This design comes from an exercise in tuning for small area on the open sky130 flow, not from production work. In this exercise RTL edits were held to simulation tests only and were not proved equivalent to the original. The clock cells of run 3 come from the design's own scripts or RTL, not from TritonCTS. No driver is modelled on the clock port, so clock power and skew are understated where the tree is cut down; a real chip needs a root buffer or a tree. No activity file was given, so power comes from the tool's default toggle rates.

--- design/flow/config.mk ---
export PLATFORM = sky130hd
export DESIGN_NAME = etu_da
export DESIGN_NICKNAME = etu_da
export VERILOG_FILES = /design/flow/design.v
export SDC_FILE = /design/flow/constraint.sdc
export NUM_CORES = 4
export LEC_CHECK = 0
export CAP_MARGIN = 10
export CORE_MARGIN = 2
export CORE_UTILIZATION = 60
export GPL_TIMING_DRIVEN = 0
export PLACE_DENSITY = 0.7
export SETUP_SLACK_MARGIN = 0.2
export SLEW_MARGIN = 10
--- design/flow/constraint.sdc ---
create_clock -name core_clock -period 6.0 [get_ports {clk}]
set_input_delay 1.2000 -clock core_clock [delete_from_list [all_inputs] [get_ports {clk}]]
set_output_delay 1.2000 -clock core_clock [all_outputs]
set_load 0.01 [all_outputs]
--- design/flow/design.v ---
module etu_da (
    input  wire        clk,
    input  wire        rst,           
    input  wire        op_valid,
    input  wire [31:0] op_word,
    output wire        resp_valid,
    output wire [2:0]  resp_status,
    output wire [15:0] resp_data,
    output reg         diag_valid,
    output wire [1:0]  diag_loop,
    output wire [7:0]  diag_state,
    output wire        trig,
    output wire [15:0] motor_out,
    output wire [15:0] steer_out,
    output wire        frozen,
    output wire        irq
);
    localparam [2:0] ST_OK         = 3'd0;
    localparam [2:0] ST_RESERVED   = 3'd1;
    localparam [2:0] ST_BADINDEX   = 3'd2;
    localparam [2:0] ST_CONTRACT   = 3'd3;
    localparam [2:0] ST_RANGE      = 3'd4;
    localparam [2:0] ST_NOTENABLED = 3'd5;
    reg [7:0]  edge_phase;      
    reg [15:0] pulse_width;     
    reg [7:0]  drive_cmd;       
    reg [15:0] motor_sp;        
    reg [15:0] steer_sp;        
    reg [7:0]  st_echo, st_car, st_motor, st_steer;
    reg [5:0]  wake_echo;       
    reg [3:0]  wake_car;        
    reg        wake_motor;      
    reg        wake_steer;      
    reg [15:0] tcnt;
    reg        es;
    reg        armed;           
    reg        capf;
    reg        trig_r;
    reg        echo_in;
    reg        fatal_f;         
    reg        wdt_one;         
    reg [15:0] motor_out_r;
    reg [15:0] steer_out_r;
    reg [3:0]  rcode;
    reg [1:0]  dloop;           
    assign resp_valid  = rcode[3] || (rcode[2:0] != 3'd7);
    assign resp_status = rcode[3] ? 3'd0 : rcode[2:0];
    assign trig      = trig_r;
    assign motor_out = motor_out_r;
    assign steer_out = steer_out_r;
    assign frozen    = fatal_f;
    assign irq       = capf & armed;
    wire [3:0]  cls = op_word[31:28];
    wire [3:0]  op  = op_word[27:24];
    wire [3:0]  idx = op_word[23:20];
    wire [3:0]  rsv = op_word[19:16];
    wire [15:0] imm = op_word[15:0];
    wire idx_z = (idx == 4'd0);
    wire rsv_z = (rsv == 4'd0);
    wire imm_z = (imm == 16'd0);
    wire is_reset    = (cls == 4'd0)  && (op == 4'd0);
    wire is_tick     = (cls == 4'd0)  && (op == 4'd1);
    wire is_edge     = (cls == 4'd0)  && (op == 4'd2);
    wire is_quantum  = (cls == 4'd0)  && (op == 4'd3);
    wire is_get      = (cls == 4'd1)  && (op == 4'd0);
    wire is_put      = (cls == 4'd1)  && (op == 4'd1);
    wire is_get_isr  = (cls == 4'd1)  && (op == 4'd2);
    wire is_put_isr  = (cls == 4'd1)  && (op == 4'd3);
    wire is_dispatch = (cls == 4'd2)  && (op == 4'd0);
    wire is_step     = (cls == 4'd2)  && (op == 4'd1);
    wire is_capture  = (cls == 4'd3)  && (op == 4'd0);
    wire is_setst    = (cls == 4'd15) && (op == 4'd0);
    reg reserved;
    always @* begin
        if (is_reset || is_quantum || is_dispatch || is_capture)
            reserved = !(idx_z && rsv_z && imm_z);
        else if (is_tick || is_edge)
            reserved = !(idx_z && rsv_z);
        else if (is_get || is_get_isr || is_step)
            reserved = !(rsv_z && imm_z);
        else if (is_put || is_put_isr || is_setst)
            reserved = !rsv_z;
        else
            reserved = 1'b1;
    end
    wire cell_op   = is_get || is_put || is_get_isr || is_put_isr;
    wire bad_index = (cell_op && (idx >= 4'd5)) || ((is_step || is_setst) && (idx[3:2] != 2'd0));
    wire contract  = is_get_isr || is_put_isr;
    wire u8_cell   = (idx == 4'd0) || (idx == 4'd2);
    wire hi_nz     = (imm[15:8] != 8'd0);
    wire range_err = (is_put && u8_cell && hi_nz) ||
                     (is_edge && (hi_nz || imm[7:1] != 7'd0)) ||
                     (is_setst && hi_nz);
    wire not_en    = (is_capture && !(capf && armed)) || (is_step && fatal_f);
    reg [2:0] status;
    always @* begin
        if (reserved)       status = ST_RESERVED;
        else if (bad_index) status = ST_BADINDEX;
        else if (contract)  status = ST_CONTRACT;
        else if (range_err) status = ST_RANGE;
        else if (not_en)    status = ST_NOTENABLED;
        else                status = ST_OK;
    end
    wire do_op = op_valid && (status == ST_OK);
    wire wz_echo = (wake_echo == 6'd0);
    wire wz_car  = (wake_car == 4'd0);
    reg       run_loop;
    reg [1:0] run_id;
    always @* begin
        run_loop = 1'b0;
        run_id   = 2'd0;
        if (is_step) begin
            run_loop = 1'b1;
            run_id   = idx[1:0];
        end else if (is_dispatch && !fatal_f) begin
            if (!wake_motor) begin
                run_loop = 1'b1; run_id = 2'd2;
            end else if (!wake_steer) begin
                run_loop = 1'b1; run_id = 2'd3;
            end else if (wz_car) begin
                run_loop = 1'b1; run_id = 2'd1;
            end else if (wz_echo) begin
                run_loop = 1'b1; run_id = 2'd0;
            end
        end
    end
    wire [1:0] st_sel = fatal_f ? dloop : run_id;
    reg  [7:0] run_state;
    always @* begin
        case (st_sel)
            2'd0:    run_state = st_echo;
            2'd1:    run_state = st_car;
            2'd2:    run_state = st_motor;
            default: run_state = st_steer;
        endcase
    end
    wire recognised = (run_state[7:2] == 6'd0) && (run_state[1] == 1'b0 || run_id == 2'd1);
    wire run_go     = do_op && !rst && run_loop;
    wire take_fatal = run_go && !recognised;
    wire run_ok     = run_go && recognised;
    wire run_echo  = run_ok && (run_id == 2'd0);
    wire run_car   = run_ok && (run_id == 2'd1);
    wire run_motor = run_ok && (run_id == 2'd2);
    wire run_steer = run_ok && (run_id == 2'd3);
    assign diag_loop  = dloop;
    assign diag_state = run_state;
    wire cmd0 = (drive_cmd == 8'd0);
    wire cmd1 = (drive_cmd == 8'd1);
    wire cmd2 = (drive_cmd == 8'd2);
    reg [1:0] car_next;
    always @* begin
        case (st_car[1:0])
            2'd0:    car_next = 2'd2;
            2'd2:    car_next = cmd1 ? 2'd1 : cmd2 ? 2'd3 : 2'd2;
            2'd1:    car_next = cmd0 ? 2'd2 : 2'd1;
            default: car_next = cmd0 ? 2'd2 : 2'd3;
        endcase
    end
    wire car_fwd   = (car_next == 2'd1);
    wire car_steer = (car_next == 2'd3) && (pulse_width < 16'd150);
    reg [15:0] get_data;
    always @* begin
        case ({!rcode[3], rcode[2:0]})
            3'd0:    get_data = {8'd0, edge_phase};
            3'd1:    get_data = pulse_width;
            3'd2:    get_data = {8'd0, drive_cmd};
            3'd3:    get_data = motor_sp;
            3'd4:    get_data = steer_sp;
            default: get_data = 16'd0;    
        endcase
    end
    assign resp_data = get_data;
    wire ok         = do_op && !rst;
    wire quantum_ok = ok && is_quantum;
    wire wdt_expire = quantum_ok && fatal_f && wdt_one;
    wire soft_reset = rst || (do_op && is_reset) || wdt_expire;
    wire nr         = !soft_reset;
    wire q_ok       = quantum_ok && !wdt_expire;
    wire put0 = ok && is_put && (idx[2:0] == 3'd0);
    wire put1 = ok && is_put && (idx[2:0] == 3'd1);
    wire put2 = ok && is_put && (idx[2:0] == 3'd2);
    wire put3 = ok && is_put && (idx[2:0] == 3'd3);
    wire put4 = ok && is_put && idx[2];
    wire set0 = ok && is_setst && (idx[1:0] == 2'd0);
    wire set1 = ok && is_setst && (idx[1:0] == 2'd1);
    wire set2 = ok && is_setst && (idx[1:0] == 2'd2);
    wire set3 = ok && is_setst && (idx[1:0] == 2'd3);
    wire ep_z     = (edge_phase == 8'd0);
    wire cap      = ok && is_capture;
    wire cap_rise = cap && ep_z;
    wire cap_fall = cap && !ep_z;
    wire tick_l   = ok && is_tick && armed;
    wire edge_l   = ok && is_edge;
    wire run_echo_ok  = !rst && run_echo;
    wire run_car_ok   = !rst && run_car;
    wire run_motor_ok = !rst && run_motor;
    wire run_steer_ok = !rst && run_steer;
    wire echo0  = run_echo_ok && !st_echo[0];
    wire echo1  = run_echo_ok && st_echo[0];
    wire motor0 = run_motor_ok && !st_motor[0];
    wire motor1 = run_motor_ok && st_motor[0];
    wire steer0 = run_steer_ok && !st_steer[0];
    wire steer1 = run_steer_ok && st_steer[0];
    wire h_ep  = nr && !(put0 || cap || echo0);
    wire h_pw  = nr && !(put1 || cap_fall);
    wire h_dc  = nr && !put2;
    wire h_msp = nr && !(put3 || run_car_ok);
    wire h_ssp = nr && !(put4 || run_car_ok);
    wire h_se  = nr && !(set0 || echo0);
    wire h_sc  = nr && !(set1 || run_car_ok);
    wire h_sm  = nr && !(set2 || motor0);
    wire h_ss  = nr && !(set3 || steer0);
    wire we_dec = q_ok && !wz_echo;
    wire wc_dec = q_ok && !wz_car;
    wire h_we  = nr && !(we_dec || run_echo_ok);
    wire h_wc  = nr && !(wc_dec || run_car_ok);
    wire h_tc  = nr && !(tick_l || cap_rise);
    wire h_mo  = nr && !motor1;
    wire h_so  = nr && !steer1;
    wire [15:0] tsum = tcnt + imm;
    wire [15:0] msp_car = car_fwd   ? 16'd100 : 16'd0;
    wire [15:0] ssp_car = car_steer ? 16'd100 : 16'd0;
    wire capf_set = edge_l && (echo_in != imm[0]) && (imm[0] == es);
    always @(posedge clk) begin
        edge_phase  <= ({8{h_ep}} & edge_phase) | ({8{put0}} & imm[7:0]) |
                       {7'd0, cap_rise || echo0};
        pulse_width <= ({16{h_pw}} & pulse_width) | ({16{put1}} & imm) |
                       ({16{cap_fall}} & tcnt);
        drive_cmd   <= ({8{h_dc}} & drive_cmd) | ({8{put2}} & imm[7:0]);
        motor_sp    <= ({16{h_msp}} & motor_sp) | ({16{put3}} & imm) |
                       ({16{run_car_ok}} & msp_car);
        steer_sp    <= ({16{h_ssp}} & steer_sp) | ({16{put4}} & imm) |
                       ({16{run_car_ok}} & ssp_car);
        st_echo     <= ({8{h_se}} & st_echo) | ({8{set0}} & imm[7:0]) | {7'd0, echo0};
        st_car      <= ({8{h_sc}} & st_car) | ({8{set1}} & imm[7:0]) |
                       ({8{run_car_ok}} & {6'd0, car_next});
        st_motor    <= ({8{h_sm}} & st_motor) | ({8{set2}} & imm[7:0]) | {7'd0, motor0};
        st_steer    <= ({8{h_ss}} & st_steer) | ({8{set3}} & imm[7:0]) | {7'd0, steer0};
        wake_echo   <= ({6{h_we}} & wake_echo) | ({6{we_dec}} & {wake_echo[4:0], ~(wake_echo[5] ^ wake_echo[4])}) |
                       ({6{run_echo_ok}} & 6'd57);
        wake_car    <= ({4{h_wc}} & wake_car) | ({4{wc_dec}} & {wake_car[2:0], ~(wake_car[3] ^ wake_car[2])}) |
                       ({4{run_car_ok}} & 4'd13);
        wake_motor  <= (nr && !q_ok && wake_motor) || run_motor_ok;
        wake_steer  <= (nr && !q_ok && wake_steer) || run_steer_ok;
        tcnt        <= ({16{h_tc}} & tcnt) | ({16{tick_l}} & tsum);
        es          <= (nr && !(cap || echo0) && es) || cap_fall || echo0;
        armed       <= (nr && armed) || echo0;
        capf        <= (nr && !(cap || echo0) && capf) || capf_set;
        trig_r      <= (nr && !(echo0 || echo1) && trig_r) || echo0 || (echo1 && !trig_r);
        echo_in     <= (!rst && !edge_l && echo_in) || (edge_l && imm[0]);
        fatal_f     <= (nr && fatal_f) || take_fatal;
        wdt_one     <= nr && (wdt_one || (q_ok && fatal_f));
        motor_out_r <= ({16{h_mo}} & motor_out_r) | ({16{motor1}} & motor_sp);
        steer_out_r <= ({16{h_so}} & steer_out_r) | ({16{steer1}} & steer_sp);
    end
    always @(posedge clk) begin
        diag_valid  <= take_fatal && !rst;
        rcode       <= (!op_valid || rst) ? 4'b0111 :
                       (is_get && status == ST_OK) ? {1'b1, idx[2:0]} : {1'b0, status};
        dloop       <= run_id;
    end
endmodule
--- design/flow/flow/run.sh ---
#!/bin/bash
# Layout flow: the standard ORFS flow (standard.sh) with
#  - synthesis: the standard script, with the combinational logic mapped by
#    each area-oriented ABC script in flow/abc/ and the smallest result kept
#    (flow/synth_area.tcl), and no full-adder extraction;
#  - small (buf_1) port buffers;
#  - a clock tree of clkbuf_8 without dummy loads.
# Full tool output goes to flow.log here; per-step logs are under orfs/logs/.
set -euo pipefail
D=$(cd "$(dirname "${BASH_SOURCE[0]}")" && pwd)
export AREA_ABC_DIR="$D/abc"
bash standard.sh finish \
  SYNTH_SCRIPT="$D/synth_area.tcl" \
  ADDER_MAP_FILE= \
  BUFFER_PORTS_ARGS="-buffer_cell sky130_fd_sc_hd__buf_1" \
  CTS_ARGS="-sink_clustering_enable -repair_clock_nets -dont_use_dummy_load -buf_list sky130_fd_sc_hd__clkbuf_8" \
  > flow.log 2>&1
--- design/flow/flow/abc/a1.abc ---
strash
&get -n
&fraig -x
&put
scorr
dc2
strash
&get -n
&dch -f
&nf -R 1000
&put
--- design/flow/flow/abc/a2.abc ---
strash
&get -n
&fraig -x
&put
scorr
dc2
strash
&get -n
&dch -f
&nf -R 1000 -E 100
&put
--- design/flow/flow/abc/a3.abc ---
strash
&get -n
&fraig -x
&put
scorr
dc2
dc2
strash
&get -n
&dc2
&dch -f
&nf -R 1000 -E 100
&put
--- design/flow/flow/abc/a4.abc ---
strash
&get -n
&fraig -x
&put
scorr
dc2
strash
&get -n
&dch -f
&nf -R 1000
&put
strash
&get -n
&dch -f
&nf -R 1000
&put
--- design/flow/flow/abc/a5.abc ---
strash
&get -n
&fraig -x
&put
scorr
dc2
strash
&get -n
&dch
&nf -R 1000
&put
--- design/flow/flow/abc/a6.abc ---
strash
&get -n
&fraig -x
&put
scorr
dc2
strash
&get -n
&dch -f
&nf -R 500 -E 50
&put
--- design/flow/flow/abc/a7.abc ---
strash
&get -n
&fraig -x
&put
scorr
dc2
strash
&get -n
&dc2
&dch -f
&nf -R 1000 -E 100
&put
strash
&get -n
&dch -f
&nf -R 1000 -E 100
&put
--- design/flow/flow/abc/a8.abc ---
strash
balance
rewrite
refactor
balance
rewrite
rewrite -z
balance
refactor -z
rewrite -z
balance
&get -n
&dch -f
&nf -R 1000 -E 100
&put
--- design/flow/flow/synth_area.tcl ---
# The standard synthesis script (synth_recipe.tcl), with ABC's cell
# mapping replaced: the combinational logic is mapped with each of the
# area-oriented ABC scripts in flow/abc/ and the smallest result is kept.
# Full-adder extraction is skipped (run.sh leaves ADDER_MAP_FILE empty).
# Registers are mapped exactly as in the standard synthesis: dfflibmap runs
# before ABC, and ABC sees only the combinational logic.
proc synth {args} { yosys synth -nofsm -noshare {*}$args }
proc abc {args} {
  set i [lsearch -exact $args -script]
  set scripts [lsort [glob $::env(AREA_ABC_DIR)/*.abc]]
  set lib [lindex [lsearch -inline -all -glob $::env(LIB_FILES) *.lib] 0]
  yosys design -save pre_abc
  set best ""
  set best_area 1e18
  set rpt $::env(OBJECTS_DIR)/abc_area_stat.txt
  foreach s $scripts {
    yosys design -load pre_abc
    yosys abc {*}[lreplace $args $i [expr {$i + 1}] -script $s]
    yosys tee -q -o $rpt stat -liberty $lib
    set fh [open $rpt r]
    set txt [read $fh]
    close $fh
    if { [regexp {Chip area for module[^:]*:\s*([0-9.]+)} $txt -> area] } {
      puts "ABC script [file tail $s]: area $area"
      if { $area < $best_area } {
        set best_area $area
        set best $s
      }
    }
  }
  puts "ABC script chosen: [file tail $best] (area $best_area)"
  yosys design -load pre_abc
  yosys abc {*}[lreplace $args $i [expr {$i + 1}] -script $best]
}
source $::env(SCRIPTS_DIR)/synth.tcl
# left out here: clear keep_hierarchy, flatten, clean up, hide names made inside functions, write 1_2_yosys.v
--- design/flow/standard.sh ---
#!/bin/bash
# synth_recipe.tcl (not shown) runs the flow's synth.tcl, then flattens the netlist and writes it again
# the make line also repeats each setting of config.mk as NAME=value (left out here)
make -C /OpenROAD-flow-scripts/flow DESIGN_CONFIG=/design/flow/config.mk WORK_HOME=/design/flow/orfs CLKGATE_MAP_FILE= SYNTH_SCRIPT=/design/flow/synth_recipe.tcl "${@:-finish}"
==> results.toml, run 1 <==
[floorplan]
die_x_um = 111
boundaryPins = 101
dieArea_um2 = 12300
rows = 38
core_um2 = 11000
die_y_um = 111
start_util_pct = 62.2

[timing]
period_needed_ps = 5540
relSlewSlack_pct = 18.1
fin_crit_sh_pct = 92.4
worstMarginPinSlew_ps = 1220
max_freq_ghz = 0.180
final_hold_viol_count = 0
rsz0062_at_grt = "no"
report.final.slew_viol_count = 0
setup_violations = 0
fin_tns_setup_ps = 0
holdWs_ps = 474
fin_worst_skew_ps = 19.2

[final_layout]
area.growth.synth_to_final_pct = 13.3
multiInputGateArea_um2 = 3360
diodes = 0
n_fill_cell = 916
layout-drive-gt1-share_pct = 4.68
final-seq-area_um2 = 3400
nets = 870
stdcell_area_um2 = 7740

[yosys]
synth-seq-cells = 170
synth_top_flop_cell = "dfxtp_1"
synthSimpleGateAreaFrac_pct = 17.0
muxShareOfSynthArea_pct = 0
synth-edff-count = 0
synth_compound_area_share_pct = 28.6
synthArstFlopShare_pct = 0
synth_top_family_by_area = "compound AO/OA/AOI/OAI gates"
synthXorXnorAreaFrac_pct = 2.44
synth_area_um2 = 6830
synth.distinct_cells = 41
synthAdderAreaFrac_pct = 0.293
synth_top_area_share_pct = 49.8
yosysMostFrequentCell = "dfxtp_1"
ys_warn_count = 1
synth_common_cells = "dfxtp_1 (170), a22o_1 (107), nand2_1 (97)"
syn-num-nets = 745
avgSynthCellArea_um2 = 9.62
ys_seq_area_share_pct = 49.8
synth.area.top_cells = "dfxtp_1 (50%), a22o_1 (14%), a222oi_1 (5.9%)"
synth_cells = 710
synth_top_area_cell = "dfxtp_1"

[min_path]
worstHoldPathType = "reg2reg"
hold_path_startpoint = "motor_out_r[5]$_DFF_P_"
worstHoldEndpoint = "motor_out_r[5]$_DFF_P_"
hold_path_depth = 1

[clocking]
cts_buffers = 17
cts_tree = "done"
clk_pin_slew_ps = 70
cts_root_buf = "clkbuf_8"
clk_latency_ps = 460
clock-sinks = 170
h-tree-depth = 4
cts_setup_buffers = 0
clock_path_buffers = 2

[power_and_ir_drop]
p_leak_nw = 2.89
power.density_nw_per_um2 = 234
irDropWorstVdd_mv = 0.195

[run]
drv_cap = 0

[setup_path]
cp_common_cell = "nor2_1"
rrSetupSlack_ps = 1300
max_stage_delay_ps = 890
rr_startpoint = "wake_car[1]$_DFF_P_"
r2r-end = "motor_sp[6]$_DFF_P_"
crit_type = "in2reg"
cp_max_fo = 18
cp-end-kind = "flop"
worst_r2r_path_depth = 14
crit_chain = "buf_1 > or4_1 > nor2_1 > nand3_1 > nor3_1 > a2111oi_0 > nor2_1 > o21ai_0 > or4_1 > nor2_1 > and2_0 > nor3_2 > buf_4 > a222oi_1 > clkinv_1"
worstPathArrival_ps = 5870
worstPathRequired_ps = 6320
cpMaxStageDelayCell = "and2_0"
cp-start-kind = "input pin"

[detailed_routing]
ant_nets = 0
firstDrtPassIters = 6
drt-total-wl_um = 19600
viasPerCell = 6.63
drc_errors = 0
wl_per_cell_um = 20.1
dr.first_iter.drc_count = 813
num_vias = 6448

[grt]
grt_pass1_wl_um = 30900
grt-ovfl-total = 0
grt_max_degree = 19
grtUsageTotal_pct = 31.5
grt_pass1_vias = 5944
grt_antenna_before_repair = 0

[place]
placed_area_um2 = 7480
port_buffers = 100
place.gp.congestion = 0.871
hpwl_um = 13800

[run_status]
status = "complete, no violations"
layer usage:
metal	up-vias	GRT usage (%)	share of wire, %	routed length [um]
met2	321	47.2	45	8780
li1	3013	-	-	-
met1	3074	44.0	44	8560
met4	0	11.4	1.9	370
met5	-	0	0	0
met3	40	8.69	9.5	1860
kinds of logic (layout without fill, tap and decap cells):
family / count (synthesis) / count (layout)
AO/OA/AOI/OAI: 238 / 238
XOR/XNOR: 19 / 19
AND/OR/NAND/NOR: 247 / 247
flip-flops: 170 / 170
adder cells (fa/ha/maj): 2 / 2
buffers and inverters: 34 / 157
worst max path at each step:
stage / from / endpoint / cells past startpoint
after floorplan: op_word[31] / pulse_width[0]$_DFF_P_ / 14
after global placement: op_word[31] / pulse_width[15]$_DFF_P_ / 15
after detailed placement: op_word[31] / steer_out_r[12]$_DFF_P_ / 16
after CTS: op_word[31] / steer_out_r[8]$_DFF_P_ / 16
after global routing: op_word[31] / pulse_width[8]$_DFF_P_ / 16
final: op_word[8] / pulse_width[7]$_DFF_P_ / 15
per-stage QoR:
| step | setup slack (ps) | power [mW] | util [%] | cells |
|---|---|---|---|---|
| after CTS | 214 | 1.81 | 70.2 | 973 |
| after global routing | 197 | 1.86 | 70.5 | 973 |
| after global placement | -873 | 1.23 | 67.2 | 950 |
| after detailed placement | -259 | 1.23 | 68.1 | 956 |
| after floorplan | 1010 | 1.19 | - | 710 |
| final | 455 | 1.81 | 70.5 | 973 |
flip-flops by register name (all words and copies together) (netlist names), 2 cells and up:
name and cells:
motor_out_r 16, motor_sp 16, pulse_width 16, steer_out_r 16, steer_sp 16, tcnt 16
drive_cmd 8, edge_phase 8, st_car 8, st_echo 8, st_motor 8, st_steer 8
wake_echo 6, rcode 4, wake_car 4, dloop 2
power by group:
part,switching (mW),internal [mW]
logic,0.0619,0.0203
registers,0.00117,1.13
clock network,0.347,0.250
repair_timing:
item	CTS	global route
gates resized for setup	0	5
hold buffers	0	0
setup endpoints to repair	0	99
area by class of cell:
cell class	instances	share of cell area, %
flip-flops and latches	170	43.9
inverters	34	1.65
clock buffers	17	3.02
repair buffers	106	5.67
well taps	140	2.26
multi-input cells	506	43.4
worst max-delay path, delay by kind of cell:
family,cells,cell delay [ps]
AOI/OAI and AO/OA,3,590
and+or+nand+nor,9,3490
buffers and inverters,3,580
placed cells by master (no fill, tap or decap), types with 15 or more instances in the layout:
cell type / Yosys / routed
a222oi_1: 40 / 40
nor2_1: 50 / 46
nand2_1: 97 / 96
buf_1: 0 / 100
a21oi_1: 20 / 20
a22o_1: 107 / 107
o21ai_0: 24 / 24
nand3_1: 15 / 15
dfxtp_1: 170 / 170
xnor2_1: 15 / 15
clkinv_1: 34 / 34
clkbuf_8: 0 / 17
==> run 2, diff against run 1 <==
==> design/flow/flow/abc/a9.abc (new file) <==
strash
&get -n
&fraig -x
&put
scorr
dc2
strash
&get -n
&synch2
&nf -R 1000 -E 100
&put
strash
&get -n
&dch -f
&nf -R 1000 -E 100
&put
==> design/flow/flow/abc/b1.abc (new file) <==
strash
&get -n
&fraig -x
&put
scorr
dc2
strash
&get -n
&synch2
&nf -R 2000 -E 200
&put
strash
&get -n
&dch -f
&nf -R 2000 -E 200
&put
==> design/flow/flow/abc/b2.abc (new file) <==
strash
&get -n
&fraig -x
&put
scorr
dc2
dc2
strash
&get -n
&dc2
&put
&get -n
&dch -f
&nf -R 1000 -E 100
&put
==> design/flow/flow/abc/b3.abc (new file) <==
strash
&get -n
&dch
&nf -R 1000 -E 100
&put
strash
&get -n
&dch -f
&nf -R 1000 -E 100
&put
==> run 2 against run 1 <==
Still clean on timing, DRC and antenna. Total power about the same. Clock power about the same. Synthesized cell count decreased by 4.5%. Critical path type unchanged. Largest cell class unchanged. Highest routed layer unchanged.
==> results.toml, run 2 <==
[setup_path]
worstPathArrival_ps = 6150
worst_r2r_path_depth = 20
worstPathRequired_ps = 6310
crit_type = "in2reg"
cp-end-kind = "flop"
cp-start-kind = "input pin"
cp_max_fo = 12

[final_layout]
diodes = 0
n_fill_cell = 865
layout-drive-gt1-share_pct = 9.35
area.growth.synth_to_final_pct = 16.4
final_cell_mix = "dfxtp_1 (170), a22o_1 (105), buf_1 (97)"
final_common_cell = "dfxtp_1"
nets = 850
stdcell_area_um2 = 7880
final-seq-area_um2 = 3400
multiInputGateArea_um2 = 3390

[clocking]
cts_tree = "done"
clk_pin_slew_ps = 70
cts_root_buf = "clkbuf_8"
ctsHoldBuffers = 0
h-tree-depth = 4
clock_path_buffers = 2
clock-sinks = 170
cts_buffers = 17
clk_latency_ps = 460

[detailed_routing]
dr.first_iter.drc_count = 998
firstDrtPassIters = 9
met1Wirelength_um = 8630
routed-wl-met2_um = 8250
wl_per_cell_um = 20.2
dr_wl_met3_um = 2030
viasPerCell = 6.73
ant_nets = 0
highest_layer = "met4"
drc_errors = 0
drt-total-wl_um = 19300
num_vias = 6415

[power_and_ir_drop]
clkPwrFrac_pct = 33.0
combPwrFrac_pct = 4.5
p_leak_nw = 2.90
irDropWorstVdd_mv = 0.163
pwr-share-seq_pct = 62.4
power.density_nw_per_um2 = 230
p_sw_mw = 0.411
intPower_mw = 1.40
switching_share_pct = 22.7

[grt]
grt_antenna_before_repair = 0
grt_pass1_vias = 5640
grt_max_degree = 18
grt-ovfl-total = 0
grtUsageTotal_pct = 32.0
grt_pass1_wl_um = 29400

[timing]
relSlewSlack_pct = 18.1
fin_worst_skew_ps = 31.6
setup_violations = 0
period_needed_ps = 5840
report.final.slew_viol_count = 0
max_freq_ghz = 0.171
worstMarginPinSlew_ps = 1220
holdWs_ps = 473
fin_tns_setup_ps = 0
final_hold_viol_count = 0
rsz0062_at_grt = "yes"
fin_crit_sh_pct = 97.3

[yosys]
synth_cells = 678
synth_top_family_by_area = "compound AO/OA/AOI/OAI gates"
synthArstFlopShare_pct = 0
synth_top_flop_cell = "dfxtp_1"
synthSimpleGateAreaFrac_pct = 14.6
synth-edff-count = 0
synth-seq-cells = 170
synthXorXnorAreaFrac_pct = 1.94
synth.area.top_cells = "dfxtp_1 (50%), a22o_1 (14%), a222oi_1 (6.1%)"
synth_compound_area_share_pct = 28.8
muxShareOfSynthArea_pct = 0.610
syn-num-nets = 713
ys_seq_area_share_pct = 50.3
synth_common_cells = "dfxtp_1 (170), a22o_1 (105), nand2_1 (76)"
ys_warn_count = 1
avgSynthCellArea_um2 = 9.98
synth_area_um2 = 6760
synth_top_area_share_pct = 50.3
synth.distinct_cells = 43
synthAdderAreaFrac_pct = 1.78
synth_top_area_cell = "dfxtp_1"
yosysMostFrequentCell = "dfxtp_1"

[place]
placed_area_um2 = 7440
port_buffers = 100
place.gp.congestion = 0.925
hpwl_um = 13600

[floorplan]
dieArea_um2 = 12100
rows = 38
die_x_um = 110
core_um2 = 10900
start_util_pct = 61.9
die_y_um = 110
boundaryPins = 101

[min_path]
worstHoldPathType = "reg2reg"
hold_path_depth = 1

[run]
drv_cap = 0

[run_status]
status = "complete, no violations"
## run 2: changes by cell type after synthesis, sizes merged, moves of 6 or more
cell   previous run  this run
a21oi            20        12
a221o            12        19
a31oi             2         8
maj3              2        12
nand2            97        76
nand3            15        22
nor2             50        41
o21ai            24        17
xnor2            15         6
## run 2: worst paths after layout
| kind | from | endpoint | slack (ps) |
|---|---|---|---|
| hold reg to reg | steer_out_r[3]$_DFF_P_ | steer_out_r[3]$_DFF_P_ | 470 |
| setup / recovery | op_word[1] | tcnt[15]$_DFF_P_ | 160 |
| hold / removal | steer_out_r[3]$_DFF_P_ | steer_out_r[3]$_DFF_P_ | 470 |
| setup reg to reg | tcnt[1]$_DFF_P_ | tcnt[15]$_DFF_P_ | 540 |
## run 2: layout make-up
type                            instances  area share [%]
Clock buffer                           17            2.97
Timing Repair Buffer                  118            6.85
Tap cell                              140            2.22
Multi-Input combinational cell        473            43.1
Sequential cell                       170            43.2
Inverter                               35            1.67
## run 2: logic make-up (layout without fill, tap and decap cells)
kind of cell | Yosys count | count (layout)
AND/OR/NAND/NOR | 211 | 211
AO/OA/AOI/OAI | 231 | 231
buffers and inverters | 35 | 170
multiplexers | 4 | 4
adder cells (fa/ha/maj) | 12 | 12
flip-flops | 170 | 170
XOR/XNOR | 15 | 15
## run 2: power groups by stage
| stage | Clock, mW | Combinational [mW] | Sequential [mW] |
|---|---|---|---|
| after global placement | 0 | 0.0723 | 1.16 |
| after CTS | 0.601 | 0.0772 | 1.13 |
| after detailed placement | 0 | 0.0753 | 1.16 |
| after global routing | 0.643 | 0.0880 | 1.13 |
| final | 0.598 | 0.0821 | 1.13 |
| after floorplan | 0 | 0.0308 | 1.16 |
## run 2: critical path, stage by stage
cell and delay [ps]:
buf_12 130, xnor2_4 140, o21ai_2 90, maj3_2 320, maj3_2 330, maj3_2 320
maj3_2 320, maj3_2 330, maj3_2 320, maj3_2 320, maj3_2 330, and2_4 180
nor2_4 80, nor2_2 50, maj3_2 320, maj3_2 320, maj3_2 320, maj3_2 330
xnor2_2 140, o211ai_1 170, o31ai_1 90
## run 2: what timing repair did
item                                    in CTS  in global routing
hold endpoints to repair                     0                  0
resized for setup                           13                 17
endpoints found under the setup margin      54                 68
pin swaps                                   11                  1
setup buffers                                6                  6
## run 2: metrics by stage
| step | worst slack [ps] | cells | util (%) | power (mW) |
|---|---|---|---|---|
| 4_1_cts | 203 | 947 | 70.8 | 1.81 |
| 3_3_place_gp | -1160 | 918 | 67.3 | 1.23 |
| 3_5_place_dp | -1130 | 924 | 68.0 | 1.23 |
| 6_report | 160 | 953 | 72.0 | 1.81 |
| 5_1_grt | -20.9 | 953 | 72.0 | 1.86 |
| 2_1_floorplan | -104 | 678 | - | 1.19 |
## run 2: per-layer routing
layer  global-route usage [%]  vias up
met5                        0        -
met4                     11.6        0
met3                     7.58       32
met2                     45.7      358
met1                     46.9     3063
li1                         -     2962
==> run 3, diff against run 2 <==
--- a/design/flow/flow/run.sh
+++ b/design/flow/flow/run.sh
@@ -5,5 +5,7 @@
 #    (flow/synth_area.tcl), and no full-adder extraction;
 #  - small (buf_1) port buffers;
-#  - a clock tree of clkbuf_8 without dummy loads.
+#  - a two-level clock tree built by flow/manual_cts.tcl: the clock sinks
+#    split into 12 balanced clusters by location, one clkbuf_8 per cluster
+#    at its centre, all driven by one clkbuf_16.
 # Full tool output goes to flow.log here; per-step logs are under orfs/logs/.
 set -euo pipefail
@@ -14,4 +16,4 @@
   ADDER_MAP_FILE= \
   BUFFER_PORTS_ARGS="-buffer_cell sky130_fd_sc_hd__buf_1" \
-  CTS_ARGS="-sink_clustering_enable -repair_clock_nets -dont_use_dummy_load -buf_list sky130_fd_sc_hd__clkbuf_8" \
+  PRE_CTS_TCL="$D/manual_cts.tcl" \
   > flow.log 2>&1
==> design/flow/flow/manual_cts.tcl (new file) <==
# Manual two-level clock tree: K clusters of the clock sinks (k-means on
# location), one leaf buffer per cluster at its centroid, one root buffer.
proc manual_cts {K leafm rootm} {
  set block [ord::get_db_block]
  set db [ord::get_db]
  set clk [$block findNet clk]
  set sinks {}
  foreach it [$clk getITerms] {
    if {[$it isInputSignal] || [$it getIoType] == "INPUT"} {
      set inst [$it getInst]
      set bb [$inst getBBox]
      lappend sinks [list $it [expr {([$bb xMin]+[$bb xMax])/2.0}] [expr {([$bb yMin]+[$bb yMax])/2.0}]]
    }
  }
  set n [llength $sinks]
  # init centroids: spread along sorted x/y
  set cs {}
  set sorted [lsort -real -index 1 $sinks]
  for {set k 0} {$k < $K} {incr k} {
    set s [lindex $sorted [expr {int(($k + 0.5) * $n / $K)}]]
    lappend cs [list [lindex $s 1] [lindex $s 2]]
  }
  set cap [expr {int(ceil(double($n) / $K * 1.15))}]
  for {set iter 0} {$iter < 30} {incr iter} {
    # capacitated assignment: greedy by distance
    set pairs {}
    set i 0
    foreach s $sinks {
      set k 0
      foreach c $cs {
        set d [expr {abs([lindex $s 1]-[lindex $c 0]) + abs([lindex $s 2]-[lindex $c 1])}]
        lappend pairs [list $d $i $k]
        incr k
      }
      incr i
    }
    set pairs [lsort -real -index 0 $pairs]
    set asg [lrepeat $n -1]
    set cnt [lrepeat $K 0]
    foreach p $pairs {
      lassign $p d i k
      if {[lindex $asg $i] >= 0} continue
      if {[lindex $cnt $k] >= $cap} continue
      lset asg $i $k
      lset cnt $k [expr {[lindex $cnt $k] + 1}]
    }
    set sx [lrepeat $K 0.0]; set sy [lrepeat $K 0.0]
    for {set i 0} {$i < $n} {incr i} {
      set k [lindex $asg $i]
      lset sx $k [expr {[lindex $sx $k] + [lindex $sinks $i 1]}]
      lset sy $k [expr {[lindex $sy $k] + [lindex $sinks $i 2]}]
    }
    set cs {}
    for {set k 0} {$k < $K} {incr k} {
      set c [lindex $cnt $k]
      if {$c == 0} {set c 1}
      lappend cs [list [expr {[lindex $sx $k] / $c}] [expr {[lindex $sy $k] / $c}]]
    }
  }
  set lm [$db findMaster $leafm]
  set rm [$db findMaster $rootm]
  set rootnet [odb::dbNet_create $block "clknet_root"]
  $rootnet setSigType CLOCK
  set rx 0.0; set ry 0.0
  for {set k 0} {$k < $K} {incr k} {
    set net [odb::dbNet_create $block "clknet_leaf_$k"]
    $net setSigType CLOCK
    set b [odb::dbInst_create $block $lm "clkbuf_leaf_$k"]
    set x [expr {int([lindex $cs $k 0])}]; set y [expr {int([lindex $cs $k 1])}]
    set rx [expr {$rx + $x}]; set ry [expr {$ry + $y}]
    $b setLocation $x $y
    $b setPlacementStatus PLACED
    [$b findITerm A] connect $rootnet
    [$b findITerm X] connect $net
    for {set i 0} {$i < $n} {incr i} {
      if {[lindex $asg $i] == $k} {
        set it [lindex $sinks $i 0]
        $it disconnect
        $it connect $net
      }
    }
  }
  set r [odb::dbInst_create $block $rm "clkbuf_root"]
  $r setLocation [expr {int($rx / $K)}] [expr {int($ry / $K)}]
  $r setPlacementStatus PLACED
  [$r findITerm A] connect $clk
  [$r findITerm X] connect $rootnet
  puts "manual_cts: $n sinks, $K leaves (cap $cap), counts [join $cnt ,]"
}

# Used as ORFS's PRE_CTS_TCL hook: clock_tree_synthesis is replaced by the
# manual tree above (12 clkbuf_8 leaves under one clkbuf_16 root).
proc clock_tree_synthesis {args} {
  manual_cts 12 sky130_fd_sc_hd__clkbuf_8 sky130_fd_sc_hd__clkbuf_16
  set_propagated_clock [all_clocks]
}
removed: design/flow/flow/abc/a9.abc
removed: design/flow/flow/abc/b1.abc
removed: design/flow/flow/abc/b2.abc
removed: design/flow/flow/abc/b3.abc
==> run 3 against run 2 <==
Still clean. Maximum frequency grew 7.0%. Wire length rose by 0.72%. Via count rose by 0.94%. Cell count grew 1.8%. Worst setup slack improved by 380 ps. Sequential share of layout area increased by 0.98 points. Critical path type unchanged. Critical endpoint is now steer_sp[2]$_DFF_P_. Largest power group unchanged. Highest routed layer unchanged.
==> results.toml, run 3 <==
[place]
place.gp.congestion = 0.871
hpwl_um = 13800
port_buffers = 100
place_inst = 956
dp_slack_ps = -259

[detailed_routing]
num_vias = 6475
drc_errors = 0
firstDrtPassIters = 10
drt-total-wl_um = 19400
wl_per_cell_um = 20.0
dr.first_iter.drc_count = 815
ant_nets = 0
viasPerCell = 6.68

[yosys]
synth_top_area_share_pct = 49.8
ys_warn_count = 1
synth_common_cells = "dfxtp_1 (170), a22o_1 (107), nand2_1 (97)"
synth_cells = 710
synth_top_area_cell = "dfxtp_1"
syn-num-nets = 745
synth-edff-count = 0
ys_seq_area_share_pct = 49.8
yosysMostFrequentCell = "dfxtp_1"
synth_top_flop_cell = "dfxtp_1"
synth-seq-cells = 170
synth.area.top_cells = "dfxtp_1 (50%), a22o_1 (14%), a222oi_1 (5.9%)"
synth.distinct_cells = 41
avgSynthCellArea_um2 = 9.62
synthArstFlopShare_pct = 0
synth_area_um2 = 6830

[power_and_ir_drop]
p_leak_nw = 2.87
power.density_nw_per_um2 = 229
irDropWorstVdd_mv = 0.211

[final_layout]
n_fill_cell = 924
multiInputGateArea_um2 = 3360
area.growth.synth_to_final_pct = 12.7
layout-drive-gt1-share_pct = 4.34
instances_no_fill = 970
postLayoutCoreUtil_pct = 70.1
final_common_cell = "dfxtp_1"
final-seq-area_um2 = 3400
diodes = 0
final_cell_mix = "dfxtp_1 (170), a22o_1 (107), buf_1 (100)"
nets = 867

[setup_path]
cpMaxStageDelayCell = "or4_1"
cp_max_fo = 16
crit_type = "in2reg"
cp-start-kind = "input pin"
cp-end-kind = "flop"
worst-path-stages = 16
worstPathRequired_ps = 6240
critical_path.top_delay_family = "simple AND/OR/NAND/NOR gates"
worstPathArrival_ps = 5700
max_stage_delay_ps = 730
cp_common_cell = "nor2_1"
crit_chain = "buf_1 > or4_1 > nor2_1 > nand3_1 > nor3_1 > a2111oi_0 > nor2_1 > o21ai_0 > or4_1 > nor2_1 > nand3_1 > nand2_2 > clkinv_1 > nand2_1 > nor2_2 > a221o_1"
worst_r2r_path_depth = 13
critical_path_buf_inv_count = 2

[timing]
fin_worst_skew_ps = 33.6
final_hold_viol_count = 0
rsz0062_at_grt = "no"
setup_ws_ps = 543
worstMarginPinSlew_ps = 1280
period_needed_ps = 5460
relSlewSlack_pct = 14.4
fin_crit_sh_pct = 90.9
fin_tns_setup_ps = 0
report.final.slew_viol_count = 0
max_freq_ghz = 0.183
setup_violations = 0

[grt]
grt_max_degree = 19
grt-ovfl-total = 0
grtUsageTotal_pct = 29.8
grt_antenna_before_repair = 0
grt_pass1_vias = 5832
grt_pass1_wl_um = 30500

[run]
drv_cap = 0

[clocking]
ctsHoldBuffers = 0
clk_latency_ps = 380
clk_pin_slew_ps = 70

[min_path]
hold_path_depth = 2
worstHoldPathType = "reg2reg"

[floorplan]
rows = 38
start_util_pct = 62.2
die_x_um = 111
die_y_um = 111
dieArea_um2 = 12300
core_um2 = 11000
boundaryPins = 101

[run_status]
status = "complete, no violations"
run 3: path summary, 6_finish.rpt:
path / start / slack, ps / endpoint
worst max-delay path: op_word[8] / 540 / steer_sp[2]$_DFF_P_
worst min-delay path: tcnt[15]$_DFF_P_ / 480 / tcnt[15]$_DFF_P_
worst max register to register: wake_car[1]$_DFF_P_ / 1450 / motor_out_r[12]$_DFF_P_
worst min register to register: tcnt[15]$_DFF_P_ / 480 / tcnt[15]$_DFF_P_
run 3: power by group:
group	internal [mW]	total, mW	leakage, nW	switching, mW
Clock	0.211	0.552	0.0986	0.341
Combinational	0.0204	0.0821	1.41	0.0617
Sequential	1.13	1.13	1.37	0.00119
run 3: layout make-up:
cell class / instances / area share (%)
sequential: 170 / 44.2
multi-input combinational: 506 / 43.6
timing repair buffer: 107 / 5.77
buffer: 13 / 2.47
tap: 140 / 2.27
inverter: 34 / 1.66
run 3: logic make-up (layout without fill, tap and decap cells):
kind of cell / Yosys count / after routing / synth area share [%]
and+or+nand+nor: 247 / 247 / 17.0
AOI/OAI and AO/OA: 238 / 238 / 28.6
DFF: 170 / 170 / 49.8
buffers and inverters: 34 / 154 / 1.87
xor gates and xnor gates: 19 / 19 / 2.44
adders and majority gates: 2 / 2 / 0.293
run 3: layer usage:
metal	track usage [%]	share of wire, %	vias to the layer above
met5	0	0	-
met4	5.75	2.0	0
met3	5.96	11	37
met2	46.2	44	365
met1	43.6	43	3070
li1	-	-	3003
run 3: repair_timing:
item                                    4_1_cts  5_1_grt
endpoints found under the setup margin       21       88
gates resized for setup                       2        5
pin swaps                                     0        0
buffers inserted                              0        0
run 3: through the flow:
step           instance area (um^2)  hold slack (ps)  power [mW]
6_report                       7700              478        1.76
5_1_grt                        7700              489        1.81
4_1_cts                        7670              476        1.76
3_5_place_dp                   7480              454        1.23
3_3_place_gp                   7380              445        1.23
2_1_floorplan                  6830              432        1.19
run 3: worst register-to-register path: cells and delay by family (launching register included):
kind             cells  cell delay, ps
flip-flops           1             330
AND/OR/NAND/NOR      8            2770
AO/OA/AOI/OAI        5            1310

-- static timing again, ports no longer ideal --
No port has a modelled driver above. Below, the same layouts with a new extraction and two added sets of constraints.
Step 1: set_driving_cell puts a clkbuf_16 on clk and a buf_2 on each other input, an assumption about the parent block.
Step 2, shift: input delay + t, output delay - t, t = (earliest + latest rising clock arrival at the registers) / 2. This alone moves slack from input paths to output paths.
Slacks: ideal ports / drivers / drivers and shift; pairs: ideal ports / drivers.
run	t (ns)	slack for setup (ns)	hold slack, ns	worst register clock-pin slew, ns	cell pins on the clock port's net
run 1	0.483	0.455 / 0.470 / -0.013	0.474 / 0.474 / 0.474	0.08 / 0.08	1
run 2	0.478	0.160 / 0.150 / -0.328	0.473 / 0.473 / 0.473	0.09 / 0.09	1
run 3	0.402	0.543 / 0.559 / 0.157	0.478 / 0.478 / 0.478	0.10 / 0.10	1
Met with ideal ports but missed after step 2: setup timing in run 1 and run 2. The setup slack of run 2, which loses most, moves by -0.010 ns with the drivers and by -0.488 ns with both steps.
